This design comes from an exercise in tuning for small area, a short achievable clock period and few clock cycles per item on the open sky130 flow, not from production work.
RTL that was checked went through simulation tests only; none was proved equivalent to the original.
Function not checked in runs 1 to 4: the RTL went through the layout flow alone.
Power and IR drop assume default switching activity.

==> flow/design.v <==
`default_nettype none
module hmvf_tx (
    input  wire        clk,
    input  wire        rst,
    input  wire        cmd_valid,
    output wire        cmd_ready,
    input  wire [3:0]  cmd_op,
    input  wire [63:0] cmd_value,
    output wire        out_valid,
    input  wire        out_ready,
    output wire [7:0]  out_data,
    output wire        out_last
);
    localparam OP_VI   = 4'd0;
    localparam OP_BOOL = 4'd3;
    reg        rdy;         
    reg        a_valid;
    reg        a_last;      
    reg        a_var;       
    reg        a_vi;        
    reg [7:0]  a_sel;       
    reg [63:0] a;
    reg        o_valid, o_last;
    reg [7:0]  o_data;
    reg        s_valid, s_last;
    reg [7:0]  s_data;
    wire push = a_valid && !s_valid;
    reg [7:0] a_byte;
    integer k;
    always @(*) begin
        a_byte = {8{a_sel[0]}} & {a_var ? !a_last : a[7], a[6:0]};
        for (k = 1; k < 8; k = k + 1)
            a_byte = a_byte | ({8{a_sel[k]}} & a[8*k +: 8]);
    end
    wire [63:0] a_shr    = {7'd0, a[63:39], a_vi ? 7'd0 : a[38:32], a[31:7]};
    wire        shr_last = (a[31:14] == 18'd0) && (a_vi || a[63:32] == 32'd0);
    wire in_vi    = (cmd_op == OP_VI);
    wire in_var   = (cmd_op[3:1] == 3'd0);
    wire in_bool  = (cmd_op == OP_BOOL);
    wire in_b16   = (cmd_op[3:1] == 3'd2);
    wire in_b32   = (cmd_op[3:1] == 3'd3);
    wire in_b64   = cmd_op[3];
    wire in_vlast = (cmd_value[31:7] == 25'd0) && (in_vi || cmd_value[63:32] == 32'd0);
    wire in_last  = in_var ? in_vlast : !(in_b16 || in_b32 || in_b64);
    wire s_valid_n = !out_ready && (s_valid || (a_valid && o_valid));
    wire a_last_n  = rdy ? in_last : (!push ? a_last : a_var ? shr_last : a_sel[1]);
    wire a_valid_n = rdy ? cmd_valid : a_valid;
    wire rdy_n     = !a_valid_n || (a_last_n && !s_valid_n);
    wire o_free = !o_valid || out_ready;
    always @(posedge clk) begin
        if (rst) begin
            rdy     <= 1'b1;
            a_valid <= 1'b0;
            o_valid <= 1'b0;
            s_valid <= 1'b0;
        end else begin
            rdy     <= rdy_n;
            a_valid <= a_valid_n;
            s_valid <= s_valid_n;
            if (s_valid || push)
                o_valid <= 1'b1;
            else if (out_ready)
                o_valid <= 1'b0;
        end
        if (s_valid) begin
            if (out_ready) begin
                o_data <= s_data;
                o_last <= s_last;
            end
        end else if (push) begin
            if (o_free) begin
                o_data <= a_byte;
                o_last <= a_last;
            end else begin
                s_data <= a_byte;
                s_last <= a_last;
            end
        end
        a_last <= a_last_n;
        if (rdy) begin
            a_var <= in_var;
            a_vi  <= in_vi;
            a_sel <= {in_b64, 3'd0, in_b32, 1'b0, in_b16, !(in_b16 || in_b32 || in_b64)};
            a     <= {cmd_value[63:8], cmd_value[7:1] & {7{!in_bool}}, cmd_value[0]};
        end else if (push) begin
            if (a_var)
                a <= a_shr;
            else
                a_sel <= {1'b0, a_sel[7:1]};
        end
    end
    assign cmd_ready = rdy;
    assign out_valid = o_valid;
    assign out_data  = o_data;
    assign out_last  = o_last;
endmodule
`default_nettype wire
`default_nettype none
module hmvf_rx (
    input  wire        clk,
    input  wire        rst,
    input  wire        cmd_valid,
    output wire        cmd_ready,
    input  wire [3:0]  cmd_op,
    input  wire        in_valid,
    output wire        in_ready,
    input  wire [7:0]  in_data,
    output wire        done,
    output wire [63:0] value,
    output wire        ovf,
    output wire [3:0]  cblen,
    output wire [79:0] cb
);
    localparam OP_VI   = 4'd0;
    localparam OP_VL   = 4'd1;
    localparam OP_U8   = 4'd2;
    localparam OP_BOOL = 4'd3;
    localparam OP_I16  = 4'd4;
    localparam OP_U16  = 4'd5;
    localparam OP_I32  = 4'd6;
    localparam OP_U32  = 4'd7;
    localparam OP_I64  = 4'd8;
    localparam OP_U64  = 4'd9;
    reg        cur_v, pend_v;
    reg        rdy;         
    reg [3:0]  cur_op, pend_op;
    reg [3:0]  gi;          
    reg        done_r;
    reg        ovf_r;
    reg [3:0]  cblen_r;
    reg [63:0] v;
    reg [37:0] ch;          
    reg [9:0]  cont;        
    wire acc   = cmd_valid && rdy;
    wire take  = cur_v && in_valid;
    wire first = (gi == 4'd0);
    wire c_vi   = (cur_op == OP_VI);
    wire c_var  = (cur_op[3:1] == 3'd0);
    wire c_bool = (cur_op == OP_BOOL);
    wire c_sext = (cur_op == OP_I16) || (cur_op == OP_I32);
    reg [3:0] last_gi;
    always @(*) begin
        case (cur_op)
            OP_VI:          last_gi = 4'd4;
            OP_VL:          last_gi = 4'd9;
            OP_I16, OP_U16: last_gi = 4'd1;
            OP_I32, OP_U32: last_gi = 4'd3;
            OP_I64, OP_U64: last_gi = 4'd7;
            default:        last_gi = 4'd0;
        endcase
    end
    wire at_end = (gi == last_gi);
    wire fin    = take && (at_end || (c_var && !in_data[7]));
    wire pend_n = cur_v && !fin && (pend_v || acc);
    assign cmd_ready = rdy;
    assign in_ready  = cur_v;
    wire [7:0] be_in = c_bool ? {7'd0, in_data[0]} : in_data;
    reg [63:0] v_nxt;
    integer k;
    always @(*) begin
        if (c_var) begin
            if (first)
                v_nxt = {57'd0, in_data[6:0]};
            else begin
                v_nxt = v;
                for (k = 1; k < 9; k = k + 1)
                    if (gi == k) v_nxt[7*k +: 7] = in_data[6:0];
                if (gi == 4'd9) v_nxt[63] = in_data[0];
                if (c_vi && gi == 4'd4) v_nxt[63:32] = {32{in_data[3]}};
            end
        end else begin
            if (first)
                v_nxt = {{56{c_sext && in_data[7]}}, be_in};
            else
                v_nxt = {v[55:0], in_data};
        end
    end
    always @(posedge clk) begin
        if (rst) begin
            cur_v  <= 1'b0;
            pend_v <= 1'b0;
            rdy    <= 1'b1;
            gi     <= 4'd0;
            done_r <= 1'b0;
        end else begin
            done_r <= fin;
            if (!cur_v || fin) begin
                cur_v  <= pend_v || acc;
                cur_op <= pend_v ? pend_op : cmd_op;
            end
            pend_v <= pend_n;
            rdy    <= !pend_n;
            if (acc)
                pend_op <= cmd_op;
            if (take)
                gi <= fin ? 4'd0 : gi + 4'd1;
        end
        if (take) begin
            v <= v_nxt;
            if (first) begin
                ch   <= 38'd0;
                cont <= {9'd0, in_data[7]};
            end else begin
                if (gi == 4'd4)
                    ch[2:0] <= in_data[6:4];
                for (k = 5; k < 10; k = k + 1)
                    if (gi == k) ch[7*k-32 +: 7] <= in_data[6:0];
                cont[gi] <= in_data[7];
            end
        end
        if (fin) begin
            cblen_r <= gi + 4'd1;
            ovf_r   <= c_var && in_data[7];
        end
    end
    assign done  = done_r;
    assign ovf   = ovf_r;
    assign cblen = cblen_r;
    assign value = v;
    genvar g;
    generate
        for (g = 0; g < 4; g = g + 1) begin : g_cb
            assign cb[8*g +: 8] = {cont[g], v[7*g +: 7]};
        end
        for (g = 5; g < 10; g = g + 1) begin : g_cbh
            assign cb[8*g +: 8] = {cont[g], ch[7*g-32 +: 7]};
        end
    endgenerate
    assign cb[39:32] = {cont[4], ch[2:0], v[31:28]};
endmodule
`default_nettype wire
`default_nettype none
module hmvf_codec (
    input  wire        clk,
    input  wire        rst,
    input  wire        tx_cmd_valid,
    output wire        tx_cmd_ready,
    input  wire [3:0]  tx_cmd_op,
    input  wire [63:0] tx_cmd_value,
    output wire        tx_out_valid,
    input  wire        tx_out_ready,
    output wire [7:0]  tx_out_data,
    output wire        tx_out_last,
    input  wire        rx_cmd_valid,
    output wire        rx_cmd_ready,
    input  wire [3:0]  rx_cmd_op,
    input  wire        rx_in_valid,
    output wire        rx_in_ready,
    input  wire [7:0]  rx_in_data,
    output wire        rx_done,
    output wire [63:0] rx_value,
    output wire        rx_ovf,
    output wire [3:0]  rx_cblen,
    output wire [79:0] rx_cb
);
    hmvf_tx u_tx (
        .clk       (clk),
        .rst       (rst),
        .cmd_valid (tx_cmd_valid),
        .cmd_ready (tx_cmd_ready),
        .cmd_op    (tx_cmd_op),
        .cmd_value (tx_cmd_value),
        .out_valid (tx_out_valid),
        .out_ready (tx_out_ready),
        .out_data  (tx_out_data),
        .out_last  (tx_out_last)
    );
    hmvf_rx u_rx (
        .clk       (clk),
        .rst       (rst),
        .cmd_valid (rx_cmd_valid),
        .cmd_ready (rx_cmd_ready),
        .cmd_op    (rx_cmd_op),
        .in_valid  (rx_in_valid),
        .in_ready  (rx_in_ready),
        .in_data   (rx_in_data),
        .done      (rx_done),
        .value     (rx_value),
        .ovf       (rx_ovf),
        .cblen     (rx_cblen),
        .cb        (rx_cb)
    );
endmodule
`default_nettype wire
==> flow/flow/run.sh <==
#!/bin/bash
# Standard ORFS layout, with the I/O port buffers made from the smallest
# buffer cell (timing repair upsizes the ones on critical paths).
set -euo pipefail
export BUFFER_PORTS_ARGS="-buffer_cell sky130_fd_sc_hd__buf_1"
bash standard.sh > standard.log 2>&1
==> flow/standard.sh <==
#!/bin/bash
# synth_recipe.tcl (not shown) runs the flow's synth.tcl, then flattens the netlist and writes it again
# the make line also repeats each setting of config.mk as NAME=value (left out here)
make -C /OpenROAD-flow-scripts/flow DESIGN_CONFIG=/design/flow/config.mk WORK_HOME=/design/flow/orfs CLKGATE_MAP_FILE= SYNTH_SCRIPT=/design/flow/synth_recipe.tcl "${@:-finish}"
==> flow/config.mk <==
export PLATFORM = sky130hd
export DESIGN_NAME = hmvf_codec
export DESIGN_NICKNAME = hmvf_codec
export VERILOG_FILES = /design/flow/design.v
export SDC_FILE = /design/flow/constraint.sdc
export NUM_CORES = 4
export LEC_CHECK = 0
export CAP_MARGIN = 20
export CORE_MARGIN = 2
export CORE_UTILIZATION = 40
export SETUP_SLACK_MARGIN = 1.9
export SLEW_MARGIN = 20
export TNS_END_PERCENT = 5
==> flow/constraint.sdc <==
create_clock -name core_clock -period 4.0 [get_ports {clk}]
set_input_delay 0.8000 -clock core_clock [delete_from_list [all_inputs] [get_ports {clk}]]
set_output_delay 0.8000 -clock core_clock [all_outputs]
set_load 0.01 [all_outputs]
==> metrics.md, run 1 <==
| Metric | Value |
|---|---|
| Outcome | `finished clean` |
| Worst Path Class, Setup | `flip-flop to output pin` |
| Critical hold path startpoint | `u_rx.cur_v` |
| Average size of a mapped cell | `12.45 sq um` |
| CP Buf/Inv Count | `1` |
| Most common cell in the synthesized netlist | `edfxtp_1` |
| Total routed wirelength | `30,090 um` |
| Antenna viol nets, final | `0` |
| Top cells by area, synth | `edfxtp_1, mux2_2, dfxtp_1, a21oi_1, o21ai_0` |
| Number of buffers created by CTS | `26` |
| Peak supply drop | `0.0003085 V` |
| Post-synth top area share | `0.6010` |
| Die ar. | `0.02793 sq mm` |
| Largest net degree at the start of global routing | `57` |
| Worst path required time | `3200 ps` |
| Cells along the critical path | `buf_1` |
| Asr flop ratio synth | `0` |
| Cell Area, Synth | `0.01064 sq mm` |
| EDFF count, synth | `213` |
| Worst r2r dst | `u_rx.cont[5]` |
| Worst-Margin Slew | `833.2 ps` |
| Chip Width | `167.1 um` |
| Synth Warn # | `2` |
| RSZ-0062 raised after global routing | `yes` |
| Hold WC Path Type | `flip-flop to flip-flop` |
| Vias in the first global route | `7,571` |
| Fin area | `0.01274 sq mm` |
| DR vias/cell | `5.627` |
| Clk root buf | `clkbuf_16` |
| Depth of the CTS H-tree | `1` |
| Hold EP | `u_rx.rdy` |
| ANT cells | `0` |
| Layout cells sized above 1 | `0.1410` |
| Layout Cells excl Fill | `1,420` |
| Max-slew violation count | `0` |
| Clock Latency Late Sink | `520 ps` |
| Worst setup SP type | `flip-flop` |
| Overall Power | `6.168 mW` |
| Hold Crit Depth | `1` |
| Period utilization | `0.5386` |
| Reg2reg path depth | `7` |
| Clock tree buffer depth | `3` |
| CTS tree | `done` |
| Site Rows | `59` |
| Crit-path slowest cell | `dfxtp_4` |
| # setup viols final | `0` |
| WHS | `454.4 ps` |
| Layout Nets | `1,158` |
| Setup crit end kind | `output pin` |
| Synth Flop Type | `edfxtp_1` |
| CP peak stage delay | `610 ps` |
| Placer Congestion | `0.8621` |
| Core footprint | `0.02606 sq mm` |
| Synth unique cells | `54` |
| Layout area overhead | `19.74%` |
| Worst path top cell family by delay | `flip-flops` |
| Static Leak | `4.188 nW` |
| Post-Syn Instances | `855` |
| Clock Sinks | `234` |
| Most common library cells after synthesis | `edfxtp_1, a21oi_1, o21ai_0` |
| Worst reg2reg setup slack | `1930 ps` |
| Max Cap Viol | `0` |
| Hold-fix buffers, CTS | `0` |
| Die height | `167.1 um` |
| Seq cells post-synth | `234` |
| Effective utilization at floorplan | `0.4084` |
| Drt first pass iters | `6` |
| Syn Nets | `948` |
| GR Overflow Total | `0` |
| Fillcell total | `2,390` |
| Clock transition at path regs | `60 ps` |
| Part of the Yosys area used for sequential elements | `0.6405` |
| First-pass GRT wire length | `45,230 um` |
| Placed inst area | `0.01166 sq mm` |
| Pwr/cell area | `484.0 mW/mm^2` |
| HPWL after detailed placement | `21,530 um` |
| Final hold vios | `0` |
| Worst Skew | `8.589 ps` |
| Relative slew slack | `0.4445` |
| Input/output buffers | `248` |
| Via count | `7,990` |
| Ports | `249` |
| Initial antenna violation count | `1` |
| DR DRC count | `0` |
| Starting DRC count in detailed routing | `938` |
| Crit path DAT | `1350 ps` |
| DP Cell Count | `1,362` |
| Total track usage | `0.2078` |
| Total negative setup slack | `0 ps` |
| Area leader, netlist | `edfxtp_1` |
| Worst R2R Start | `u_rx.gi[0]` |
| Tmin final | `2154 ps` |
| Routed len/inst | `21.19 um` |
| Worst-path fanout max | `35` |
| Achievable clock frequency | `464.2 MHz` |
routing by layer:
| metal | vias to the layer above | track usage | routed length (um) | part of all wire |
|---|---|---|---|---|
| li1 | 3629 | - | - | - |
| met1 | 3837 | 0.2887 | 12710 | 0.42 |
| met2 | 458 | 0.3314 | 13780 | 0.46 |
| met3 | 64 | 0.03923 | 2718 | 0.090 |
| met4 | 2 | 0.06634 | 863 | 0.029 |
| met5 | - | 0 | 13 | 0.00043 |
cells in the final DEF, fill, tap and decap left out, types with 4 or more instances in the layout:
| cell | count |
|---|---|
| edfxtp_1 | 213 |
| a22oi_1 | 31 |
| buf_1 | 248 |
| mux2i_1 | 8 |
| nand4_1 | 15 |
| nor2_4 | 4 |
| nand2_1 | 61 |
| mux2_2 | 55 |
| clkbuf_16 | 27 |
| inv_1 | 14 |
| nor4_1 | 27 |
| or2_2 | 5 |
| nor2_1 | 27 |
| nand2b_1 | 7 |
| dfxtp_1 | 16 |
| clkbuf_1 | 8 |
| nor2b_1 | 4 |
| or3_1 | 5 |
| clkinv_2 | 5 |
| buf_4 | 15 |
| o21ai_0 | 75 |
| and2_1 | 23 |
| o21ai_1 | 4 |
| nand3_1 | 10 |
| a21o_1 | 6 |
| a22o_1 | 7 |
| ha_1 | 6 |
| xnor2_1 | 8 |
| a21oi_1 | 80 |
what timing repair did:
action                                 4_1_cts  5_1_grt
buffers inserted                             4        3
setup endpoints to repair                  289      205
pin swaps                                    2        1
cloned                                       2        1
endpoints found under the hold margin        0        0
resized for setup                           23       14
power by group:
group / internal [mW] / total (mW) / switching (mW)
clock: 1.43 / 2.39 / 0.963
combinational: 0.254 / 0.686 / 0.432
sequential: 2.92 / 3.09 / 0.172
sequential cells by signal (all words and copies together), names as in the netlist, 4 cells and up:
name	count
u_rx.v	64
u_tx.a	64
u_rx.ch	38
u_rx.gi	4
u_rx.cblen_r	4
u_rx.last_gi	4
u_tx.a_sel	8
u_tx.o_data	8
u_rx.pend_op	4
u_rx.cont	10
u_tx.s_data	8
u_rx.cur_op	4
area by class of cell:
cell class / count / area, sq um / share of cell area
repair buffers: 266 / 1095 / 0.08591
clock buffers: 35 / 705.7 / 0.05538
inverters: 16 / 63.81 / 0.005007
multi-input cells: 520 / 3478 / 0.2730
repair inverters: 1 / 5.005 / 0.0003927
well taps: 335 / 419.2 / 0.03289
flip-flops and latches: 234 / 6830 / 0.5360
clock inverters: 13 / 146.4 / 0.01149
per-stage QoR:
step | utilization | worst slack, ps
floorplan | - | 1792
global placement | 0.4476 | 1115
detailed placement | 0.4476 | 990.5
CTS | 0.4862 | 1764
global route | 0.4890 | 1791
finish | 0.4890 | 1846
logic make-up (layout without fill, tap and decap cells):
family                   count (synthesis)  in the layout  synth area share
XOR/XNOR                                 9              9          0.007407
multiplexers                            63             63           0.06572
buffers and inverters                  103            331           0.05102
AO/OA/AOI/OAI                          227            228            0.1239
AND/OR/NAND/NOR                        212            213            0.1032
adder cells (fa/ha/maj)                  7              7          0.008229
flip-flops                             234            234            0.6405
worst max path at each step:
stage,start,to,slack (ps),depth (start not counted)
final,u_tx.rdy,tx_cmd_ready,1850,1
after global routing,u_rx.gi[0],u_rx.cont[6],1790,7
after CTS,u_rx.gi[0],u_rx.cont[2],1760,7
after detailed placement,u_rx.gi[0],u_rx.v[49],990,6
after global placement,u_rx.gi[0],u_rx.v[49],1120,6
after floorplan,u_rx.gi[0],u_rx.cont[2],1790,9
==> run 2, diff against run 1 <==
--- a/flow/config.mk
+++ b/flow/config.mk
@@ -9,4 +9,5 @@
 export CORE_MARGIN = 2
 export CORE_UTILIZATION = 40
+export CTS_BUF_LIST = sky130_fd_sc_hd__clkbuf_8
 export SETUP_SLACK_MARGIN = 1.9
 export SLEW_MARGIN = 20
==> run 2 against run 1 <==
Setup slack worse by 17 ps. Wire length increased by 0.64%. Sequential power is essentially flat. Sequential share of layout area rose by 0.56 points. Clock power decreased by 14%. Synthesized cell count did not move. Critical endpoint unchanged. Highest routed layer unchanged.
==> metrics.md, run 2 <==
| Metric | Value |
|---|---|
| Worst Path Class, Setup | `flip-flop to output pin` |
| Depth of the CTS H-tree | `2` |
| Cell Area, Synth | `0.01064 sq mm` |
| Setup crit end kind | `output pin` |
| Area occupied by registers | `0.006827 sq mm` |
| DR DRC count | `0` |
| Input/output buffers | `248` |
| Layout Nets | `1,168` |
| Overall Power | `5.828 mW` |
| Critical hold path startpoint | `u_rx.cur_v` |
| Part of the Yosys area used for sequential elements | `0.6405` |
| Site Rows | `59` |
| Worst setup margin | `1828 ps` |
| Layout cells sized above 1 | `0.1454` |
| Most Used Layer, Global Route | `met2` |
| Pre-CTS setup slack | `990.5 ps` |
| Chip Width | `167.1 um` |
| Worst r2r dst | `u_rx.cont[2]` |
| Initial antenna violation count | `1` |
| Core Util, Final | `0.4837` |
| Synth Warn # | `2` |
| Synth Flop Type | `edfxtp_1` |
| Effective utilization at floorplan | `0.4084` |
| Layout Cells excl Fill | `1,442` |
| Multi-input logic area | `0.003451 sq mm` |
| # setup viols final | `0` |
| Hold WC Path Type | `flip-flop to flip-flop` |
| Relative slew slack | `0.4510` |
| Period utilization | `0.5429` |
| Worst Skew | `30.21 ps` |
| Layout area overhead | `18.45%` |
| Crit path DAT | `1370 ps` |
| Worst path required time | `3200 ps` |
| Final hold vios | `0` |
| Fillcell total | `2,423` |
| Post-Syn Instances | `855` |
| Routed len/inst | `21.00 um` |
| Hold EP | `u_rx.rdy` |
| Antenna viol nets, final | `0` |
| Hold Crit Depth | `1` |
| WHS | `458.8 ps` |
| Max-slew violation count | `0` |
| Most frequent cells in the layout | `buf_1, edfxtp_1, a21oi_1, o21ai_0, nand2_1` |
| Crit-path slowest cell | `dfxtp_4` |
| Starting DRC count in detailed routing | `846` |
| Cells along the critical path | `buf_1` |
| DP Cell Count | `1,362` |
| Vias in the first global route | `7,687` |
| Worst reg2reg setup slack | `1860 ps` |
| Met1 Use GR | `0.2877` |
| Total negative setup slack | `0 ps` |
| Post-synth top area share | `0.6010` |
| Most common cell in the synthesized netlist | `edfxtp_1` |
| DR vias/cell | `5.561` |
| Worst R2R Start | `u_rx.gi[0]` |
| Placer Congestion | `0.8621` |
| Reg2reg path depth | `7` |
| Max Cap Viol | `0` |
| Outcome | `finished clean` |
| CP Buf/Inv Count | `1` |
| Global Route met2 Usage | `0.3303` |
| Worst-Margin Slew | `823.4 ps` |
| EDFF count, synth | `213` |
| Most common library cells after synthesis | `edfxtp_1, a21oi_1, o21ai_0` |
| HPWL after detailed placement | `21,530 um` |
| Static Leak | `4.208 nW` |
| Die ar. | `0.02793 sq mm` |
| Drt first pass iters | `6` |
| Ports | `249` |
| Met3 usage | `0.04940` |
| Peak supply drop | `0.0002489 V` |
| Achievable clock frequency | `460.5 MHz` |
| GR Overflow Total | `0` |
| Core footprint | `0.02606 sq mm` |
| CP peak stage delay | `610 ps` |
| Clock Sinks | `234` |
| Via count | `8,019` |
| Die height | `167.1 um` |
| Largest net degree at the start of global routing | `57` |
| Hold-fix buffers, CTS | `0` |
| Clock Latency Late Sink | `560 ps` |
| Largest regs | `u_rx.v x64, u_tx.a x64, u_rx.ch x38` |
| Most common cell after layout, fill and taps aside | `buf_1` |
| Worst-path fanout max | `35` |
| Syn Nets | `948` |
| Asr flop ratio synth | `0` |
| Worst path top cell family by delay | `flip-flops` |
| Pwr/cell area | `462.3 mW/mm^2` |
| Total track usage | `0.2109` |
| Fin area | `0.01261 sq mm` |
| Average size of a mapped cell | `12.45 sq um` |
| RSZ-0062 raised after global routing | `yes` |
| Worst setup SP type | `flip-flop` |
| Number of buffers created by CTS | `40` |
| Top cells by area, synth | `edfxtp_1, mux2_2, dfxtp_1, a21oi_1, o21ai_0` |
| Clock tree buffer depth | `3` |
| ANT cells | `0` |
| CTS tree | `done` |
| First-pass GRT wire length | `45,560 um` |
| Clock transition at path regs | `60 ps` |
| Seq cells post-synth | `234` |
| Area leader, netlist | `edfxtp_1` |
| Clk root buf | `clkbuf_8` |
| Tmin final | `2172 ps` |
| Synth unique cells | `54` |
| Total routed wirelength | `30,280 um` |
| Placed inst area | `0.01166 sq mm` |
[run 2: metal layers]
layer  share of wire  vias to the layer above  routed length [um]
li1                -                     3652                   -
met1            0.42                     3804               12600
met2            0.46                      481               13830
met3           0.095                       80                2877
met4           0.032                        2                 959
met5         0.00043                        -                  13
[run 2: worst max-delay path by stage]
stage               start           end  slack (ps)  cells past startpoint
2_1_floorplan  u_rx.gi[0]  u_rx.cont[2]        1790                      9
3_3_place_gp   u_rx.gi[0]    u_rx.v[49]        1120                      6
3_5_place_dp   u_rx.gi[0]    u_rx.v[49]         990                      6
4_1_cts        u_rx.gi[0]  u_rx.cont[5]        1750                      7
5_1_grt        u_rx.gi[1]  u_rx.cont[2]        1730                      7
6_report         u_tx.rdy  tx_cmd_ready        1830                      1
[run 2: repair_timing]
item / CTS / global route
gates resized for setup: 24 / 6
endpoints found under the setup margin: 294 / 216
cloned: 2 / 0
pin swaps: 1 / 2
setup buffers: 4 / 0
[run 2: worst reg2reg max path, cell delays in order, from the launching register on]
cell and delay, ps:
dfxtp_4 460, inv_1 150, ha_4 240, or2_2 280, o21ai_1 290, o21ai_2 130, or3_1 310, a21oi_1 140
[run 2: where the power goes]
part	leakage [nW]	total, mW	internal (mW)	switching, mW
Combinational	1.49	0.675	0.249	0.426
Sequential	2.25	3.09	2.92	0.174
Clock	0.461	2.06	1.08	0.985
Total	4.21	5.83	4.24	1.58
[run 2: layout make-up]
| cell class | instances | area share |
|---|---|---|
| clock buffers | 47 | 0.05132 |
| clock inverters | 27 | 0.009628 |
| inverters | 16 | 0.005062 |
| multi-input cells | 519 | 0.2737 |
| flip-flops and latches | 234 | 0.5415 |
| well taps | 335 | 0.03325 |
| repair buffers | 263 | 0.08506 |
| repair inverters | 1 | 0.0003970 |
[run 2: cell families (layout without fill, tap and decap cells)]
logic type	count (synthesis)	count (layout)	synth area share
buffers and inverters	103	354	0.05102
XOR/XNOR	9	9	0.007407
AND/OR/NAND/NOR	212	212	0.1032
adder cells (fa/ha/maj)	7	7	0.008229
multiplexers	63	63	0.06572
flip-flops	234	234	0.6405
AO/OA/AOI/OAI	227	228	0.1239
==> run 3, diff against run 2 <==
--- a/flow/design.v
+++ b/flow/design.v
@@ -26,4 +26,5 @@
     reg [7:0]  s_data;
     wire push = a_valid && !s_valid;
+    wire ld   = !a_valid || (a_last && !s_valid);
     reg [7:0] a_byte;
     integer k;
@@ -44,6 +45,6 @@
     wire in_last  = in_var ? in_vlast : !(in_b16 || in_b32 || in_b64);
     wire s_valid_n = !out_ready && (s_valid || (a_valid && o_valid));
-    wire a_last_n  = rdy ? in_last : (!push ? a_last : a_var ? shr_last : a_sel[1]);
-    wire a_valid_n = rdy ? cmd_valid : a_valid;
+    wire a_last_n  = ld ? in_last : (!push ? a_last : a_var ? shr_last : a_sel[1]);
+    wire a_valid_n = ld ? cmd_valid : a_valid;
     wire rdy_n     = !a_valid_n || (a_last_n && !s_valid_n);
     wire o_free = !o_valid || out_ready;
@@ -78,5 +79,5 @@
         end
         a_last <= a_last_n;
-        if (rdy) begin
+        if (ld) begin
             a_var <= in_var;
             a_vi  <= in_vi;
@@ -114,16 +115,12 @@
     localparam OP_VI   = 4'd0;
     localparam OP_VL   = 4'd1;
-    localparam OP_U8   = 4'd2;
     localparam OP_BOOL = 4'd3;
     localparam OP_I16  = 4'd4;
-    localparam OP_U16  = 4'd5;
     localparam OP_I32  = 4'd6;
-    localparam OP_U32  = 4'd7;
-    localparam OP_I64  = 4'd8;
-    localparam OP_U64  = 4'd9;
     reg        cur_v, pend_v;
     reg        rdy;         
     reg [3:0]  cur_op, pend_op;
-    reg [3:0]  gi;          
+    reg [9:0]  pos;         
+    reg        lastb;       
     reg        done_r;
     reg        ovf_r;
@@ -132,48 +129,24 @@
     reg [37:0] ch;          
     reg [9:0]  cont;        
-    wire acc   = cmd_valid && rdy;
+    wire acc   = cmd_valid && !pend_v;
     wire take  = cur_v && in_valid;
-    wire first = (gi == 4'd0);
     wire c_vi   = (cur_op == OP_VI);
+    wire c_vl   = (cur_op == OP_VL);
     wire c_var  = (cur_op[3:1] == 3'd0);
     wire c_bool = (cur_op == OP_BOOL);
     wire c_sext = (cur_op == OP_I16) || (cur_op == OP_I32);
-    reg [3:0] last_gi;
-    always @(*) begin
-        case (cur_op)
-            OP_VI:          last_gi = 4'd4;
-            OP_VL:          last_gi = 4'd9;
-            OP_I16, OP_U16: last_gi = 4'd1;
-            OP_I32, OP_U32: last_gi = 4'd3;
-            OP_I64, OP_U64: last_gi = 4'd7;
-            default:        last_gi = 4'd0;
-        endcase
-    end
-    wire at_end = (gi == last_gi);
-    wire fin    = take && (at_end || (c_var && !in_data[7]));
+    wire c_b16  = (cur_op[3:1] == 3'd2);
+    wire c_b32  = (cur_op[3:1] == 3'd3);
+    wire c_b64  = cur_op[3];
+    wire fin    = take && (lastb || (c_var && !in_data[7]));
     wire pend_n = cur_v && !fin && (pend_v || acc);
+    wire [3:0] nx_op  = pend_v ? pend_op : cmd_op;
+    wire       nx_one = (nx_op[3:1] == 3'd1);       
+    wire lastb_sh = (c_vi && pos[3]) || (c_vl && pos[8]) || (c_b16 && pos[0]) ||
+                    (c_b32 && pos[2]) || (c_b64 && pos[6]);
     assign cmd_ready = rdy;
     assign in_ready  = cur_v;
     wire [7:0] be_in = c_bool ? {7'd0, in_data[0]} : in_data;
-    reg [63:0] v_nxt;
-    integer k;
-    always @(*) begin
-        if (c_var) begin
-            if (first)
-                v_nxt = {57'd0, in_data[6:0]};
-            else begin
-                v_nxt = v;
-                for (k = 1; k < 9; k = k + 1)
-                    if (gi == k) v_nxt[7*k +: 7] = in_data[6:0];
-                if (gi == 4'd9) v_nxt[63] = in_data[0];
-                if (c_vi && gi == 4'd4) v_nxt[63:32] = {32{in_data[3]}};
-            end
-        end else begin
-            if (first)
-                v_nxt = {{56{c_sext && in_data[7]}}, be_in};
-            else
-                v_nxt = {v[55:0], in_data};
-        end
-    end
+    wire       fill  = c_sext && in_data[7];
     always @(posedge clk) begin
         if (rst) begin
@@ -181,37 +154,61 @@
             pend_v <= 1'b0;
             rdy    <= 1'b1;
-            gi     <= 4'd0;
+            pos    <= 10'd1;
             done_r <= 1'b0;
         end else begin
             done_r <= fin;
-            if (!cur_v || fin) begin
-                cur_v  <= pend_v || acc;
-                cur_op <= pend_v ? pend_op : cmd_op;
-            end
+            if (!cur_v || fin)
+                cur_v <= pend_v || acc;
             pend_v <= pend_n;
             rdy    <= !pend_n;
-            if (acc)
-                pend_op <= cmd_op;
             if (take)
-                gi <= fin ? 4'd0 : gi + 4'd1;
-        end
-        if (take) begin
-            v <= v_nxt;
-            if (first) begin
-                ch   <= 38'd0;
-                cont <= {9'd0, in_data[7]};
-            end else begin
-                if (gi == 4'd4)
-                    ch[2:0] <= in_data[6:4];
-                for (k = 5; k < 10; k = k + 1)
-                    if (gi == k) ch[7*k-32 +: 7] <= in_data[6:0];
-                cont[gi] <= in_data[7];
-            end
-        end
+                pos <= fin ? 10'd1 : {pos[8:0], 1'b0};
+        end
+        if (!cur_v || fin) begin
+            cur_op <= nx_op;
+            lastb  <= nx_one;
+        end else if (take)
+            lastb  <= lastb_sh;
+        if (acc)
+            pend_op <= cmd_op;
         if (fin) begin
-            cblen_r <= gi + 4'd1;
+            cblen_r <= {pos[7] | pos[8] | pos[9],
+                        pos[3] | pos[4] | pos[5] | pos[6],
+                        pos[1] | pos[2] | pos[5] | pos[6] | pos[9],
+                        pos[0] | pos[2] | pos[4] | pos[6] | pos[8]};
             ovf_r   <= c_var && in_data[7];
         end
     end
+    genvar i;
+    generate
+        for (i = 0; i < 64; i = i + 1) begin : g_v
+            localparam integer G = (i < 63) ? i / 7 : 9;     
+            wire first_d = c_var ? ((i < 7) ? in_data[i] : 1'b0)
+                                 : ((i < 8) ? be_in[i] : fill);
+            wire var_d   = (c_vi && i >= 32) ? in_data[3] : in_data[i % 7];
+            wire be_d    = (i < 8) ? in_data[i] : v[(i < 8) ? 0 : i - 8];
+            wire wr      = pos[0] || !c_var || pos[G] || (c_vi && i >= 32 && pos[4]);
+            always @(posedge clk)
+                if (take && wr)
+                    v[i] <= pos[0] ? first_d : (c_var ? var_d : be_d);
+        end
+    endgenerate
+    always @(posedge clk) begin
+        if (take && (pos[0] || pos[4]))
+            ch[2:0] <= pos[0] ? 3'd0 : in_data[6:4];
+    end
+    genvar k;
+    generate
+        for (k = 5; k < 10; k = k + 1) begin : g_ch
+            always @(posedge clk)
+                if (take && (pos[0] || pos[k]))
+                    ch[7*k-32 +: 7] <= pos[0] ? 7'd0 : in_data[6:0];
+        end
+        for (k = 0; k < 10; k = k + 1) begin : g_cont
+            always @(posedge clk)
+                if (take && (pos[0] || pos[k]))
+                    cont[k] <= (pos[0] && k != 0) ? 1'b0 : in_data[7];
+        end
+    endgenerate
     assign done  = done_r;
     assign ovf   = ovf_r;
--- a/flow/config.mk
+++ b/flow/config.mk
@@ -9,5 +9,4 @@
 export CORE_MARGIN = 2
 export CORE_UTILIZATION = 40
-export CTS_BUF_LIST = sky130_fd_sc_hd__clkbuf_8
 export SETUP_SLACK_MARGIN = 1.9
 export SLEW_MARGIN = 20
==> run 3 against run 2 <==
Largest cell class unchanged. Combinational power decreased by 11%. Sequential share of layout area increased by 2.3 points. Still clean on timing, DRC and antenna. Maximum frequency rose by 0.70%. Critical path type is now flip-flop to flip-flop. First-iteration DRC count up 26%.
==> metrics.md, run 3 <==
| Metric | Value |
|---|---|
| Overall Power | `6.079 mW` |
| Max Cap Viol | `0` |
| Adder-Cell Fraction of Synth Area | `0` |
| Worst-Margin Slew | `861.2 ps` |
| Sw Share | `0.2544` |
| EDFF count, synth | `214` |
| Pwr/cell area | `498.2 mW/mm^2` |
| Achievable clock frequency | `463.7 MHz` |
| Cell Area, Synth | `0.01080 sq mm` |
| Peak supply drop | `0.0003024 V` |
| Hold-fix buffers, CTS | `0` |
| Mux contribution to synthesized area | `0.01820` |
| Most common library cells after synthesis | `edfxtp_1, nand2_1, buf_4` |
| Chip Width | `168.3 um` |
| Asr flop ratio synth | `0` |
| Clock Sinks | `237` |
| Worst reg2reg setup slack | `1840 ps` |
| Sequential Power Share | `0.517` |
| Starting DRC count in detailed routing | `1,064` |
| Largest net degree at the start of global routing | `70` |
| Layout cells sized above 1 | `0.08387` |
| Drt first pass iters | `6` |
| CP peak stage delay | `580 ps` |
| Seq cells post-synth | `237` |
| Vias in the first global route | `7,368` |
| Number of buffers created by CTS | `26` |
| Relative slew slack | `0.4237` |
| Worst path required time | `4240 ps` |
| Site Rows | `60` |
| Clk root buf | `clkbuf_16` |
| RSZ-0062 raised after global routing | `yes` |
| Worst-path fanout max | `17` |
| Antenna viol nets, final | `0` |
| Ports | `249` |
| Most common cell after layout, fill and taps aside | `buf_1` |
| Die ar. | `0.02832 sq mm` |
| Compound-Gate Fraction of Synth Area | `0.1079` |
| Clock Latency Late Sink | `520 ps` |
| Total routed wirelength | `29,950 um` |
| Most frequent cells in the layout | `buf_1, edfxtp_1, nand2_1, a21oi_1, o21ai_0` |
| Total negative setup slack | `0 ps` |
| Average size of a mapped cell | `11.60 sq um` |
| Fin area | `0.01220 sq mm` |
| Total setup buffers inserted after CTS | `0` |
| Core footprint | `0.02673 sq mm` |
| Input/output buffers | `248` |
| # setup viols final | `0` |
| DR vias/cell | `5.429` |
| Top cells by area, synth | `edfxtp_1, buf_4, nand2_1, dfxtp_1, a21oi_1` |
| Outcome | `finished clean` |
| Tmin final | `2157 ps` |
| Synth Area in XOR/XNOR | `0` |
| Worst setup SP type | `flip-flop` |
| Post-synthesis simple-gate area fraction | `0.1499` |
| P_int | `4.532 mW` |
| Via count | `7,807` |
| Layout Nets | `1,164` |
| Max-slew violation count | `0` |
| Hold WC Path Type | `input pin to flip-flop` |
| Area leader, netlist | `edfxtp_1` |
| Synth Flop Type | `edfxtp_1` |
| Placed inst area | `0.01131 sq mm` |
| Cells along the critical path | `or3_4 -> nor2_2 -> nor2_1 -> buf_4 -> a21o_1` |
| Setup crit end kind | `flip-flop` |
| Worst path top cell family by delay | `simple AND/OR/NAND/NOR gates` |
| Worst Skew | `10.75 ps` |
| Effective utilization at floorplan | `0.4039` |
| Switching power | `1.547 mW` |
| Routed len/inst | `20.83 um` |
| Clk pwr share | `0.385` |
| Die height | `168.3 um` |
| HPWL after detailed placement | `20,950 um` |
| Largest regs | `u_rx.v x64, u_tx.a x64, u_rx.ch x38` |
| Comb power frac | `0.099` |
| Period utilization | `0.5391` |
| Part of the Yosys area used for sequential elements | `0.6379` |
| Crit-path slowest cell | `or3_4` |
| Main combinational cell family by area after synthesis | `simple AND/OR/NAND/NOR gates` |
| Clock transition at path regs | `60 ps` |
| CTS tree | `done` |
| Synth unique cells | `52` |
| Most common cell in the synthesized netlist | `edfxtp_1` |
| Post-synth top area share | `0.5953` |
| Final hold vios | `0` |
| ANT cells | `0` |
| Worst Path Class, Setup | `flip-flop to flip-flop` |
| GR Overflow Total | `0` |
| DR DRC count | `0` |
| Static Leak | `4.294 nW` |
| Total track usage | `0.2048` |
| Clock tree buffer depth | `3` |
| Layout area overhead | `13.03%` |
| Post-Syn Instances | `931` |
| Crit path DAT | `2400 ps` |
| Syn Nets | `1,017` |
| Depth of the CTS H-tree | `1` |
| Synth Warn # | `2` |
| WHS | `497.6 ps` |
| Initial antenna violation count | `0` |
| First-pass GRT wire length | `44,740 um` |
| CP Buf/Inv Count | `1` |
| Placer Congestion | `0.9073` |
==> run 3: worst reg2reg max path, cell delays in order, from the launching register on <==
cell	delay (ps)
edfxtp_1	530
or3_4	580
nor2_2	210
nor2_1	60
buf_4	210
a21o_1	280
==> run 3: final cells by class <==
cell class | count | area [sq um]
fillers | 2513 | 14520
flip-flops and latches | 237 | 6892
multi-input cells | 553 | 3043
repair buffers | 256 | 994.7
clock buffers | 34 | 711.9
well taps | 341 | 426.7
clock inverters | 13 | 116.4
inverters | 4 | 17.52
==> run 3: per-stage QoR <==
stage          instances  utilization  setup slack, ps
2_1_floorplan        931            -             1904
4_1_cts             1437       0.4554             1731
6_report            1438       0.4566             1843
3_3_place_gp        1388       0.4234             1306
5_1_grt             1438       0.4566             1777
3_5_place_dp        1388       0.4234             1196
==> run 3: timing repair <==
action,in CTS,in global routing
pin swaps,1,1
gates cloned,2,1
hold endpoints to repair,0,0
gates resized for setup,5,9
endpoints found under the setup margin,266,222
==> run 3: path summary, 6_finish.rpt <==
path	start	end	depth (start not counted)
max	u_rx.cur_op[1]	u_rx.v[22]	5
min	rx_cmd_op[0]	u_rx.pend_op[0]	1
max reg2reg	u_rx.cur_op[1]	u_rx.v[22]	5
min reg2reg	u_tx.s_last	u_tx.o_last	2
==> run 3: metal layers <==
| metal | vias to the layer above | share of wire | global-route usage |
|---|---|---|---|
| li1 | 3594 | - | - |
| met4 | 0 | 0.021 | 0.05210 |
| met3 | 44 | 0.078 | 0.03244 |
| met5 | - | 0 | 0 |
| met1 | 3757 | 0.42 | 0.2796 |
| met2 | 412 | 0.49 | 0.3430 |
==> run 3: cells by family (layout without fill, tap and decap cells) <==
logic type | after synthesis | after routing
compound gates | 191 | 192
buf+inv | 144 | 307
flops | 237 | 237
mux | 18 | 18
simple gates | 341 | 343
==> run 3: power by group through the flow <==
stage | logic (mW) | clock network, mW | registers (mW)
final | 0.599 | 2.34 | 3.14
after global routing | 0.671 | 2.49 | 3.16
after CTS | 0.598 | 2.38 | 3.14
after detailed placement | 0.591 | 0 | 3.18
after global placement | 0.580 | 0 | 3.18
after floorplan | 0.442 | 0 | 3.10
==> run 4, diff against run 3 <==
--- a/flow/config.mk
+++ b/flow/config.mk
@@ -8,6 +8,6 @@
 export CAP_MARGIN = 20
 export CORE_MARGIN = 2
-export CORE_UTILIZATION = 40
-export SETUP_SLACK_MARGIN = 1.9
+export CORE_UTILIZATION = 55
+export SETUP_SLACK_MARGIN = 2.0
 export SLEW_MARGIN = 20
 export TNS_END_PERCENT = 5
==> run 4 against run 3 <==
Non-clock buffer count up 1. Clock-buffer cell count down 4. Highest routed layer unchanged. Critical path type unchanged. Flip-flop and latch count unchanged. Setup slack better by 89 ps.
==> metrics.md, run 4 <==
| Metric | Value |
|---|---|
| Outcome | `finished clean` |
| GR Overflow Total | `0` |
| Asr flop ratio synth | `0` |
| Max-slew violation count | `0` |
| Most common cell in the synthesized netlist | `edfxtp_1` |
| Sw Share | `0.2497` |
| HPWL after detailed placement | `19,490 um` |
| Synth unique cells | `52` |
| Comb power frac | `0.099` |
| Site Rows | `51` |
| Layout Nets | `1,164` |
| Vias in the first global route | `7,415` |
| Worst-Margin Slew | `868.5 ps` |
| RSZ-0062 raised after global routing | `yes` |
| Total track usage | `0.2630` |
| Top cells by area, synth | `edfxtp_1, buf_4, nand2_1, dfxtp_1, a21oi_1` |
| Final hold vios | `0` |
| CTS tree | `done` |
| Largest regs | `u_rx.v x64, u_tx.a x64, u_rx.ch x38` |
| Clock tree buffer depth | `3` |
| Critical hold path startpoint | `rx_cmd_op[1]` |
| Worst setup SP type | `flip-flop` |
| Crit-path slowest cell | `edfxtp_1` |
| Antenna viol nets, final | `0` |
| Sequential Power Share | `0.512` |
| Worst Skew | `14.61 ps` |
| Routed len/inst | `20.50 um` |
| Relative slew slack | `0.4210` |
| Worst Path Class, Setup | `flip-flop to flip-flop` |
| Crit path DAT | `2380 ps` |
| Hold-fix buffers, CTS | `0` |
| Placer Congestion | `0.8630` |
| ANT cells | `0` |
| Hold WC Path Type | `input pin to flip-flop` |
| Cell Area, Synth | `0.01080 sq mm` |
| Fillcell total | `1,616` |
| Initial antenna violation count | `0` |
| DR DRC count | `0` |
| EDFF count, synth | `214` |
| Clk root buf | `clkbuf_16` |
| Most common cell after layout, fill and taps aside | `buf_1` |
| Part of the Yosys area used for sequential elements | `0.6379` |
| Pwr/cell area | `502.4 mW/mm^2` |
| Total negative setup slack | `0 ps` |
| Die height | `144.1 um` |
| Most frequent cells in the layout | `buf_1, edfxtp_1, nand2_1, a21oi_1, o21ai_0` |
| Die ar. | `0.02076 sq mm` |
| Worst R2R Start | `u_rx.cur_op[3]` |
| Clock Sinks | `237` |
| Total routed wirelength | `27,900 um` |
| Peak supply drop | `0.0003617 V` |
| Global Route met2 Usage | `0.4496` |
| Clock transition at path regs | `60 ps` |
| Achievable clock frequency | `483.7 MHz` |
| CP Launch Point | `u_rx.cur_op[3]` |
| Seq cells post-synth | `237` |
| Setup crit end kind | `flip-flop` |
| Drt first pass iters | `6` |
| Chip Width | `144.1 um` |
| P_int | `4.578 mW` |
| Clock Latency Late Sink | `520 ps` |
| Layout cells sized above 1 | `0.08212` |
| First-pass GRT wire length | `41,420 um` |
| CP peak stage delay | `530 ps` |
| Largest net degree at the start of global routing | `70` |
| DR vias/cell | `5.734` |
| Post-synth top area share | `0.5953` |
| Average size of a mapped cell | `11.60 sq um` |
| # setup viols final | `0` |
| Syn Nets | `1,017` |
| CP Buf/Inv Count | `1` |
| Met1 Use GR | `0.3436` |
| Synth Flop Type | `edfxtp_1` |
| Post-Syn Instances | `931` |
| Area leader, netlist | `edfxtp_1` |
| Input/output buffers | `248` |
| Ports | `249` |
| Cells along the critical path | `nor3_1 -> buf_4 -> and2_1 -> a21oi_1 -> o21ai_0` |
| Depth of the CTS H-tree | `1` |
| Via count | `7,804` |
| Number of buffers created by CTS | `26` |
| Worst setup margin | `1933 ps` |
| Synth Warn # | `2` |
| Layout area overhead | `12.49%` |
| Core Util, Final | `0.6281` |
| Starting DRC count in detailed routing | `627` |
| Static Leak | `4.318 nW` |
| Worst path top cell family by delay | `simple AND/OR/NAND/NOR gates` |
| Max Cap Viol | `0` |
| Period utilization | `0.5169` |
| Worst-path fanout max | `9` |
| Clk pwr share | `0.388` |
| Worst path required time | `4320 ps` |
| Pre-CTS setup slack | `1401 ps` |
| Met3 usage | `0.02947` |
| Effective utilization at floorplan | `0.5583` |
| Switching power | `1.523 mW` |
| Most common library cells after synthesis | `edfxtp_1, nand2_1, buf_4` |
| Tmin final | `2067 ps` |
| Most Used Layer, Global Route | `met2` |
| Core footprint | `0.01933 sq mm` |
## run 4: path summary, 6_finish.rpt
path	to	slack, ps	cells past startpoint
max	u_rx.v[38]	1930	5
min	u_rx.pend_op[1]	480	1
max reg2reg	u_rx.v[38]	1930	5
min reg2reg	u_tx.s_last	540	0
## run 4: logic make-up after synthesis
kind of cell / share of synthesized area
AO/OA/AOI/OAI: 0.1079
buffers and inverters: 0.08611
flip-flops: 0.6379
multiplexers: 0.01820
AND/OR/NAND/NOR: 0.1499
## run 4: worst register-to-register path: stages (launching register included)
cell	delay, ps
edfxtp_1	530
nor3_1	320
buf_4	210
and2_1	440
a21oi_1	70
o21ai_0	290
## run 4: power by group through the flow
| stage | Sequential (mW) | Clock [mW] | Combinational, mW |
|---|---|---|---|
| 3_5_place_dp | 3.17 | 0 | 0.595 |
| 2_1_floorplan | 3.10 | 0 | 0.443 |
| 5_1_grt | 3.14 | 2.50 | 0.677 |
| 6_report | 3.13 | 2.37 | 0.605 |
| 3_3_place_gp | 3.17 | 0 | 0.587 |
| 4_1_cts | 3.12 | 2.41 | 0.607 |
## run 4: layout make-up
class	instances	area, sq um	share of cell area
Tap cell	265	331.6	0.02730
Clock buffer	30	686.9	0.05656
Multi-Input combinational cell	552	3032	0.2496
Clock inverter	16	160.2	0.01319
Timing Repair Buffer	257	1022	0.08418
Inverter	4	20.02	0.001648
Sequential cell	237	6892	0.5675
## run 4: repair_timing
action	4_1_cts	5_1_grt
resized for setup	9	5
pin swaps	1	0
endpoints found under the setup margin	163	90
setup buffers	2	0
cloned	2	0
endpoints found under the hold margin	0	0
## run 4: layer usage
layer / routed length [um] / vias up
li1: - / 3592
met1: 11240 / 3754
met2: 13780 / 389
met3: 1810 / 69
met4: 1057 / 0
met5: 0 / -
## run 4: per-stage QoR
| stage | instances | area (sq um) | hold slack [ps] | power [mW] |
|---|---|---|---|---|
| after detailed placement | 1311 | 11220 | 521.1 | 3.765 |
| final | 1361 | 12140 | 480.2 | 6.102 |
| after floorplan | 931 | 10830 | 476.9 | 3.541 |
| after global placement | 1311 | 11220 | 527.4 | 3.758 |
| after global routing | 1361 | 12140 | 483.4 | 6.314 |
| after CTS | 1361 | 12130 | 463.2 | 6.138 |
==> run 5, diff against run 4 <==
--- a/flow/design.v
+++ b/flow/design.v
@@ -121,4 +121,5 @@
     reg        rdy;         
     reg [3:0]  cur_op, pend_op;
+    reg        c_vi, c_var;   
     reg [9:0]  pos;         
     reg        lastb;       
@@ -131,7 +132,5 @@
     wire acc   = cmd_valid && !pend_v;
     wire take  = cur_v && in_valid;
-    wire c_vi   = (cur_op == OP_VI);
     wire c_vl   = (cur_op == OP_VL);
-    wire c_var  = (cur_op[3:1] == 3'd0);
     wire c_bool = (cur_op == OP_BOOL);
     wire c_sext = (cur_op == OP_I16) || (cur_op == OP_I32);
@@ -167,4 +166,6 @@
         if (!cur_v || fin) begin
             cur_op <= nx_op;
+            c_vi   <= (nx_op == OP_VI);
+            c_var  <= (nx_op[3:1] == 3'd0);
             lastb  <= nx_one;
         end else if (take)
--- a/flow/config.mk
+++ b/flow/config.mk
@@ -6,4 +6,5 @@
 export NUM_CORES = 4
 export LEC_CHECK = 0
+export ABC_AREA = 1
 export CAP_MARGIN = 20
 export CORE_MARGIN = 2
==> run 5 against run 4 <==
Final area rose by 1.8%. Via count rose by 3.6%. Area after synthesis rose by 1.7%. Critical path depth did not move. Wire length fell by 1.7%. Clock power fell by 7%. First-iteration DRC count rose by 29%. Clock skew rose by 3.5 ps. Clock-buffer cell count rose by 3. Critical path type unchanged. Highest routed layer unchanged.
==> metrics.md, run 5 <==
| Metric | Value |
|---|---|
| Most common library cells after synthesis | `edfxtp_1, nand2_1, inv_1` |
| Most common cell after layout, fill and taps aside | `buf_1` |
| Clock Latency Late Sink | `530 ps` |
| EDFF count, synth | `216` |
| Worst Path Class, Setup | `flip-flop to flip-flop` |
| Sequential Power Share | `0.517` |
| Critical hold path startpoint | `u_rx.pos[5]` |
| Top cells by area, synth | `edfxtp_1, nand2_1, buf_4, dfxtp_1, a21oi_1` |
| # setup viols final | `0` |
| Average size of a mapped cell | `10.24 sq um` |
| Clock tree buffer depth | `3` |
| Hold EP | `u_rx.pos[5]` |
| Depth of the CTS H-tree | `1` |
| HPWL after detailed placement | `19,710 um` |
| Global Route met2 Usage | `0.3645` |
| Sw Share | `0.2622` |
| Core footprint | `0.01953 sq mm` |
| Placer Congestion | `0.8590` |
| Layout Nets | `1,312` |
| DR vias/cell | `5.356` |
| Layout Cells excl Fill | `1,509` |
| Outcome | `finished clean` |
| Drt first pass iters | `5` |
| Synth Flop Type | `edfxtp_1` |
| Post-Syn Instances | `1,072` |
| Worst R2R Start | `u_rx.pos[0]` |
| ANT cells | `0` |
| DR DRC count | `0` |
| Met3 usage | `0.04874` |
| Site Rows | `51` |
| Most common cell in the synthesized netlist | `edfxtp_1` |
| Max-slew violation count | `0` |
| Crit path DAT | `2420 ps` |
| Peak supply drop | `0.0003452 V` |
| P_int | `4.463 mW` |
| Hold Crit Depth | `2` |
| Seq cells post-synth | `239` |
| Period utilization | `0.5157` |
| Post-synth top area share | `0.5908` |
| Worst setup margin | `1937 ps` |
| Worst reg2reg setup slack | `1940 ps` |
| Input/output buffers | `248` |
| Most Used Layer, Global Route | `met1` |
| Via count | `8,082` |
| Number of buffers created by CTS | `25` |
| CTS tree | `done` |
| Largest regs | `u_rx.v x64, u_tx.a x64, u_rx.ch x38` |
| Syn Nets | `1,158` |
| Routed len/inst | `18.17 um` |
| Pre-CTS setup slack | `1347 ps` |
| Worst-Margin Slew | `815.8 ps` |
| Asr flop ratio synth | `0` |
| Clk root buf | `clkbuf_16` |
| Max Cap Viol | `0` |
| Most frequent cells in the layout | `buf_1, edfxtp_1, nand2_1, inv_1, a21oi_1` |
| Clock Sinks | `239` |
| Reg2reg path depth | `5` |
| Largest net degree at the start of global routing | `72` |
| Total track usage | `0.2561` |
| Total routed wirelength | `27,410 um` |
| Worst setup SP type | `flip-flop` |
| Cell Area, Synth | `0.01098 sq mm` |
| Comb power frac | `0.118` |
| Clock transition at path regs | `60 ps` |
| Die height | `145.3 um` |
| Effective utilization at floorplan | `0.5622` |
| Static Leak | `4.602 nW` |
| Synth unique cells | `37` |
| Final hold vios | `0` |
| Worst path required time | `4360 ps` |
| Worst r2r dst | `u_rx.v[10]` |
| Overall Power | `6.050 mW` |
| Clk pwr share | `0.365` |
| First-pass GRT wire length | `42,200 um` |
| Hold WC Path Type | `flip-flop to flip-flop` |
| Die ar. | `0.02111 sq mm` |
| Tmin final | `2063 ps` |
| Starting DRC count in detailed routing | `809` |
| Ports | `249` |
| Layout cells sized above 1 | `0.07958` |
| Antenna viol nets, final | `0` |
| Worst Skew | `18.12 ps` |
| Total negative setup slack | `0 ps` |
| RSZ-0062 raised after global routing | `yes` |
| DP Cell Count | `1,461` |
| Initial antenna violation count | `0` |
| Pwr/cell area | `489.2 mW/mm^2` |
| Setup crit end kind | `flip-flop` |
| Chip Width | `145.3 um` |
| Met1 Use GR | `0.4052` |
| Worst-path fanout max | `56` |
| Relative slew slack | `0.4541` |
| Layout area overhead | `12.64%` |
| Synth Warn # | `2` |
| Vias in the first global route | `7,389` |
| GR Overflow Total | `0` |
| Part of the Yosys area used for sequential elements | `0.6328` |
| Switching power | `1.586 mW` |
| Achievable clock frequency | `484.8 MHz` |
| Area leader, netlist | `edfxtp_1` |
## run 5: cell types whose count changed in the layout (fill, tap and decap cells not counted), moves of 21 or more
cell     change
inv_1       +86
o21ai_1     +65
a22oi_1     -38
nand2_1     +33
nand3_1     +32
nor2_1      +26
and2_1      -23
a21oi_1     +21
## run 5: critical path, stage by stage, from the launching register on
cell and delay, ps:
dfxtp_2 770, inv_2 280, nor3_2 260, nand2_1 80, buf_4 290, o21ai_0 160
## run 5: cell families (layout without fill, tap and decap cells)
logic type	Yosys count	in the layout	synth area share
DFF	239	239	0.6328
buffers and inverters	240	411	0.1140
and+or+nand+nor	354	354	0.1335
muxes	2	2	0.001824
AOI/OAI and AO/OA	237	238	0.1180
## run 5: how the worst max path moves through the flow
stage | from | to | slack, ps | depth (start not counted)
final | u_rx.pos[0] | u_rx.v[10] | 1940 | 5
after global routing | u_tx.s_valid | u_tx.a_sel[1] | 1790 | 6
after CTS | u_rx.c_var | u_rx.v[4] | 1890 | 3
after detailed placement | u_rx.c_var | u_rx.v[10] | 1350 | 3
after global placement | u_rx.c_var | u_rx.v[46] | 1430 | 3
after floorplan | u_tx.s_valid | u_tx.a[0] | 1780 | 6
## run 5: routing by layer
metal  share of wire  vias to the layer above
li1                -                     3904
met1            0.47                     3769
met2            0.43                      373
met3           0.091                       36
met4           0.017                        0
met5               0                        -
## run 5: cell type report
type                            instances  area, sq um
Inverter                              103        401.6
Tap cell                              265        331.6
Multi-Input combinational cell        594         2861
Clock inverter                         12        91.34
Sequential cell                       239         6950
Clock buffer                           33        685.7
Fill cell                            1682         7161
Timing Repair Buffer                  263         1044
## run 5: per-stage QoR
stage                 util  instance area, sq um  hold slack, ps
finish              0.6333                 12370           491.4
global route        0.6333                 12370           502.8
CTS                 0.6312                 12320           485.5
detailed placement  0.5887                 11500           476.7
global placement    0.5887                 11500           472.9
floorplan                -                 11010           439.3
## run 5: power by group through the flow
stage	Sequential [mW]	Clock (mW)	Combinational, mW
2_1_floorplan	3.13	0	0.497
3_3_place_gp	3.18	0	0.684
3_5_place_dp	3.18	0	0.692
4_1_cts	3.13	2.23	0.700
5_1_grt	3.15	2.33	0.795
6_report	3.13	2.21	0.713
## run 5: repair_timing
| item | CTS | global route |
|---|---|---|
| setup endpoints to repair | 110 | 202 |
| buffers inserted | 0 | 2 |
| hold buffers | 0 | 0 |
| pin swaps | 1 | 0 |
| gates cloned | 1 | 0 |
| gates resized for setup | 9 | 7 |
Testbench counts of run 5, summed over its fixed seeds: cycles 23,371, items 11,200.
==> run 6, diff against run 5 <==
--- a/flow/config.mk
+++ b/flow/config.mk
@@ -9,5 +9,5 @@
 export CAP_MARGIN = 20
 export CORE_MARGIN = 2
-export CORE_UTILIZATION = 55
+export CORE_UTILIZATION = 70
 export SETUP_SLACK_MARGIN = 2.0
 export SLEW_MARGIN = 20
==> run 6 against run 5 <==
Via count increased by 2.9%. Register-to-register slack improved by 140 ps. Utilization increased by 17 points. Maximum frequency increased by 7.3%. Die area decreased by 21%.
==> metrics.md, run 6 <==
| Metric | Value |
|---|---|
| Core footprint | `0.01526 sq mm` |
| Cells along the critical path | `buf_1` |
| CP peak stage delay | `440 ps` |
| Largest regs | `u_rx.v x64, u_tx.a x64, u_rx.ch x38` |
| Clock tree buffer depth | `3` |
| Layout area overhead | `11.96%` |
| Crit path DAT | `1120 ps` |
| Average size of a mapped cell | `10.24 sq um` |
| Synth Warn # | `2` |
| Worst-Margin Slew | `842.9 ps` |
| Via count | `8,314` |
| HPWL after detailed placement | `18,220 um` |
| Critical hold path startpoint | `u_tx.a_last` |
| Total negative setup slack | `0 ps` |
| Reg2reg path depth | `6` |
| Worst setup SP type | `flip-flop` |
| Die ar. | `0.01670 sq mm` |
| Synth Flop Type | `edfxtp_1` |
| Peak supply drop | `0.0003553 V` |
| Post-Syn Instances | `1,072` |
| Placer Congestion | `0.8813` |
| Setup crit end kind | `output pin` |
| Effective utilization at floorplan | `0.7195` |
| Outcome | `finished clean` |
| Depth of the CTS H-tree | `1` |
| Relative slew slack | `0.4381` |
| Post-synth top area share | `0.5908` |
| Layout cells sized above 1 | `0.08300` |
| Worst Skew | `16.88 ps` |
| Die height | `129.2 um` |
| Achievable clock frequency | `520.4 MHz` |
| Period utilization | `0.4804` |
| Pwr/cell area | `488.8 mW/mm^2` |
| Clk root buf | `clkbuf_16` |
| Syn Nets | `1,158` |
| First-pass GRT wire length | `39,340 um` |
| Seq cells post-synth | `239` |
| Most common cell after layout, fill and taps aside | `buf_1` |
| Asr flop ratio synth | `0` |
| Hold WC Path Type | `flip-flop to flip-flop` |
| Number of buffers created by CTS | `24` |
| Cell Area, Synth | `0.01098 sq mm` |
| Max-slew violation count | `0` |
| DR vias/cell | `5.726` |
| RSZ-0062 raised after global routing | `yes` |
| Layout Nets | `1,309` |
| Clock Latency Late Sink | `520 ps` |
| GR Overflow Total | `0` |
| Total track usage | `0.3067` |
| # setup viols final | `0` |
| DR DRC count | `0` |
| CP Buf/Inv Count | `1` |
| EDFF count, synth | `216` |
| Worst reg2reg setup slack | `2080 ps` |
| Drt first pass iters | `6` |
| Area leader, netlist | `edfxtp_1` |
| Largest net degree at the start of global routing | `73` |
| Ports | `249` |
| Site Rows | `45` |
| Hold Crit Depth | `0` |
| Starting DRC count in detailed routing | `1,191` |
| Worst path required time | `3200 ps` |
| Static Leak | `4.581 nW` |
| Most common cell in the synthesized netlist | `edfxtp_1` |
| Hold EP | `u_tx.s_last` |
| Clock transition at path regs | `60 ps` |
| Overall Power | `6.007 mW` |
| Clock Sinks | `239` |
| Fin area | `0.01229 sq mm` |
| Vias in the first global route | `7,432` |
| Routed len/inst | `17.82 um` |
| Placed inst area | `0.01139 sq mm` |
| Crit-path slowest cell | `edfxtp_1` |
| Initial antenna violation count | `0` |
| Worst-path fanout max | `3` |
| Tmin final | `1922 ps` |
| Chip Width | `129.2 um` |
| Top cells by area, synth | `edfxtp_1, nand2_1, buf_4, dfxtp_1, a21oi_1` |
| Final hold vios | `0` |
| ANT cells | `0` |
| Synth unique cells | `37` |
| Worst r2r dst | `u_tx.a[32]` |
| Max Cap Viol | `0` |
| Most common library cells after synthesis | `edfxtp_1, nand2_1, inv_1` |
| Most frequent cells in the layout | `buf_1, edfxtp_1, nand2_1, inv_1, nor2_1` |
| Part of the Yosys area used for sequential elements | `0.6328` |
| CTS tree | `done` |
| Worst R2R Start | `u_tx.s_valid` |
| Worst path top cell family by delay | `flip-flops` |
| Total routed wirelength | `25,870 um` |
| Antenna viol nets, final | `0` |
| Input/output buffers | `248` |
| Worst Path Class, Setup | `flip-flop to output pin` |
-- run 6: cell types whose count changed in the layout (fill, tap and decap cells not counted), sizes merged --
cell and delta:
a21oi -1, buf -1, bufinv +1, clkbuf -8, clkinv +6
-- run 6: worst max-delay path by stage --
stage	from	end	cells past startpoint
6_report	u_rx.v[24]	rx_cb[27]	1
5_1_grt	u_tx.s_valid	u_tx.a[47]	6
4_1_cts	u_tx.a_sel[1]	u_tx.o_data[5]	6
3_3_place_gp	rx_in_valid	u_rx.ch[25]	3
3_5_place_dp	rx_in_valid	u_rx.ch[29]	3
2_1_floorplan	u_tx.s_valid	u_tx.a[0]	6
-- run 6: repair_timing --
item | CTS | global route
pin swaps | 1 | 0
buffers inserted | 6 | 0
gates resized for setup | 17 | 5
setup endpoints to repair | 147 | 120
hold buffers | 0 | 0
gates cloned | 0 | 0
-- run 6: power by group --
| group | internal [mW] | leakage (nW) | switching, mW |
|---|---|---|---|
| clock network | 1.23 | 0.373 | 0.944 |
| registers | 2.98 | 2.32 | 0.138 |
| logic | 0.215 | 1.89 | 0.497 |
-- run 6: cells by family (layout without fill, tap and decap cells) --
kind of cell | after synthesis | count (layout) | synth area share
simple gates | 354 | 354 | 0.1335
buf+inv | 240 | 409 | 0.1140
flops | 239 | 239 | 0.6328
compound gates | 237 | 237 | 0.1180
mux | 2 | 2 | 0.001824
-- run 6: layer usage --
layer	global-route usage	part of all wire
met4	0.06522	0.017
met2	0.4740	0.46
met1	0.4673	0.42
met5	0	0
met3	0.05244	0.10
-- run 6: per-stage QoR --
step	hold slack [ps]	instances	utilization	setup WS [ps]
2_1_floorplan	439.3	1072	-	1779
3_3_place_gp	467.1	1402	0.7465	1396
3_5_place_dp	462.6	1402	0.7465	1271
4_1_cts	477.2	1452	0.8042	1941
5_1_grt	494.7	1452	0.8055	1944
6_report	477.5	1452	0.8055	2078
-- run 6: area by class of cell --
cell class                 count  area [sq um]
timing repair buffer         262          1047
clock inverter                19         157.7
tap                          211         264.0
sequential                   239          6953
inverter                     103         391.6
fill                         957          2968
multi-input combinational    593          2873
clock buffer                  25         604.3
==> run 7, diff against run 6 <==
--- a/flow/config.mk
+++ b/flow/config.mk
@@ -6,8 +6,7 @@
 export NUM_CORES = 4
 export LEC_CHECK = 0
-export ABC_AREA = 1
 export CAP_MARGIN = 20
 export CORE_MARGIN = 2
-export CORE_UTILIZATION = 70
+export CORE_UTILIZATION = 55
 export SETUP_SLACK_MARGIN = 2.0
 export SLEW_MARGIN = 20
==> run 7 against run 6 <==
Still clean on timing, DRC and antenna. Area after synthesis shrank 0.76%. Register-to-register slack gained 20 ps. Clock-buffer cell count grew 11. Setup slack lost 27 ps. Final area shrank 1.3%. Non-clock buffer count shrank 7. Via count shrank 7.6%. Largest cell class unchanged. Largest power group unchanged.
==> metrics.md, run 7 <==
| Metric | Value |
|---|---|
| Outcome | `finished clean` |
| Worst Path Class, Setup | `flip-flop to output pin` |
| RSZ-0062 raised after global routing | `yes` |
| Worst setup margin | `2052 ps` |
| Effective utilization at floorplan | `0.5598` |
| Clock Sinks | `239` |
| EDFF count, synth | `216` |
| Hold-fix buffers, CTS | `0` |
| Number of buffers created by CTS | `25` |
| Most common cell after layout, fill and taps aside | `buf_1` |
| Chip Width | `144.7 um` |
| CP peak stage delay | `460 ps` |
| Cells along the critical path | `buf_1` |
| Post-Syn Instances | `931` |
| Total routed wirelength | `26,970 um` |
| Final hold vios | `0` |
| Synth Warn # | `2` |
| Ports | `249` |
| Antenna viol nets, final | `0` |
| Worst setup SP type | `flip-flop` |
| Seq cells post-synth | `239` |
| Top cells by area, synth | `edfxtp_1, buf_4, nand2_1, dfxtp_1, o21ai_0` |
| GR Overflow Total | `0` |
| ANT cells | `0` |
| Clock Latency Late Sink | `520 ps` |
| Crit-path slowest cell | `edfxtp_1` |
| Total setup buffers inserted after CTS | `0` |
| Clk root buf | `clkbuf_16` |
| DR DRC count | `0` |
| Max Cap Viol | `0` |
| Most common cell in the synthesized netlist | `edfxtp_1` |
| Die height | `144.7 um` |
| Most frequent cells in the layout | `buf_1, edfxtp_1, nand2_1, o21ai_0, nor2_1` |
| Peak supply drop | `0.0003071 V` |
| Vias in the first global route | `7,061` |
| Depth of the CTS H-tree | `1` |
| Overall Power | `5.967 mW` |
| Layout Nets | `1,159` |
| Layout area overhead | `11.37%` |
| DR vias/cell | `5.671` |
| Initial antenna violation count | `0` |
| Worst Skew | `6.923 ps` |
| Relative slew slack | `0.4392` |
| Achievable clock frequency | `513.3 MHz` |
| Worst-Margin Slew | `841.3 ps` |
| Most common library cells after synthesis | `edfxtp_1, nand2_1, buf_4` |
| Site Rows | `51` |
| Area leader, netlist | `edfxtp_1` |
| Tmin final | `1948 ps` |
| Total track usage | `0.2518` |
| Static Leak | `4.309 nW` |
| Pwr/cell area | `491.8 mW/mm^2` |
| Drt first pass iters | `5` |
| Syn Nets | `1,017` |
| Crit path DAT | `1150 ps` |
| Core footprint | `0.01946 sq mm` |
| Clock transition at path regs | `60 ps` |
| Largest net degree at the start of global routing | `70` |
| # setup viols final | `0` |
| Worst path required time | `3200 ps` |
| Routed len/inst | `19.90 um` |
| Synth Flop Type | `edfxtp_1` |
| Asr flop ratio synth | `0` |
| Cell Area, Synth | `0.01089 sq mm` |
| Hold WC Path Type | `input pin to flip-flop` |
| CP Buf/Inv Count | `1` |
| Layout cells sized above 1 | `0.06239` |
| Part of the Yosys area used for sequential elements | `0.6376` |
| CTS tree | `done` |
| Starting DRC count in detailed routing | `485` |
| First-pass GRT wire length | `39,600 um` |
[run 7: final timing paths]
| kind | startpoint | to | slack (ps) | depth (start not counted) |
|---|---|---|---|---|
| max reg2reg | u_tx.s_valid | u_tx.a[1] | 2100 | 5 |
| min reg2reg | u_tx.s_last | u_tx.o_last | 550 | 2 |
| max | u_rx.v[26] | rx_cb[29] | 2050 | 1 |
| min | rx_cmd_op[1] | u_rx.pend_op[1] | 490 | 1 |
[run 7: kinds of logic after synthesis]
kind of cell | share of synthesized area
AOI/OAI and AO/OA | 0.09624
buffers and inverters | 0.08522
DFF | 0.6376
muxes | 0.03446
and+or+nand+nor | 0.1464
[run 7: per-stage QoR]
step | instance area, sq um | utilization | instances
after CTS | 12110 | 0.6221 | 1355
after global routing | 12130 | 0.6234 | 1355
after detailed placement | 11320 | 0.5819 | 1311
after floorplan | 10930 | - | 931
after global placement | 11320 | 0.5819 | 1311
final | 12130 | 0.6234 | 1355
[run 7: final cells by class]
| type | instances | area, sq um | share of cell area |
|---|---|---|---|
| timing repair buffer | 255 | 998.5 | 0.08229 |
| tap | 265 | 331.6 | 0.02733 |
| multi-input combinational | 546 | 3052 | 0.2515 |
| inverter | 6 | 30.03 | 0.002475 |
| clock inverter | 8 | 70.07 | 0.005775 |
| sequential | 239 | 6954 | 0.5732 |
| clock buffer | 36 | 696.9 | 0.05744 |
[run 7: per-layer routing]
metal | wire length (um) | vias to the layer above | track usage
met1 | 10600 | 3675 | 0.3167
met2 | 13390 | 356 | 0.4355
met4 | 1183 | 0 | 0.1109
met5 | 0 | - | 0
met3 | 1797 | 67 | 0.03587
li1 | - | 3586 | -
[run 7: report_power, final]
group	switching [mW]	total, mW	internal (mW)
Sequential	0.175	3.15	2.98
Combinational	0.410	0.623	0.213
Clock	0.922	2.19	1.27
[run 7: worst reg2reg max path, cell delays in order, from the launching register on]
cell	delay (ps)
dfxtp_4	520
nand2b_1	180
and2_4	280
buf_8	320
a31oi_4	140
a22o_1	240

Setup slack of run 7, layout unchanged: 2.052 ns with ideal ports, 2.005 ns with driving cells assumed (clock clkbuf_16, inputs buf_2), 1.601 ns with port delays also shifted by the 0.564 ns mid clock arrival.
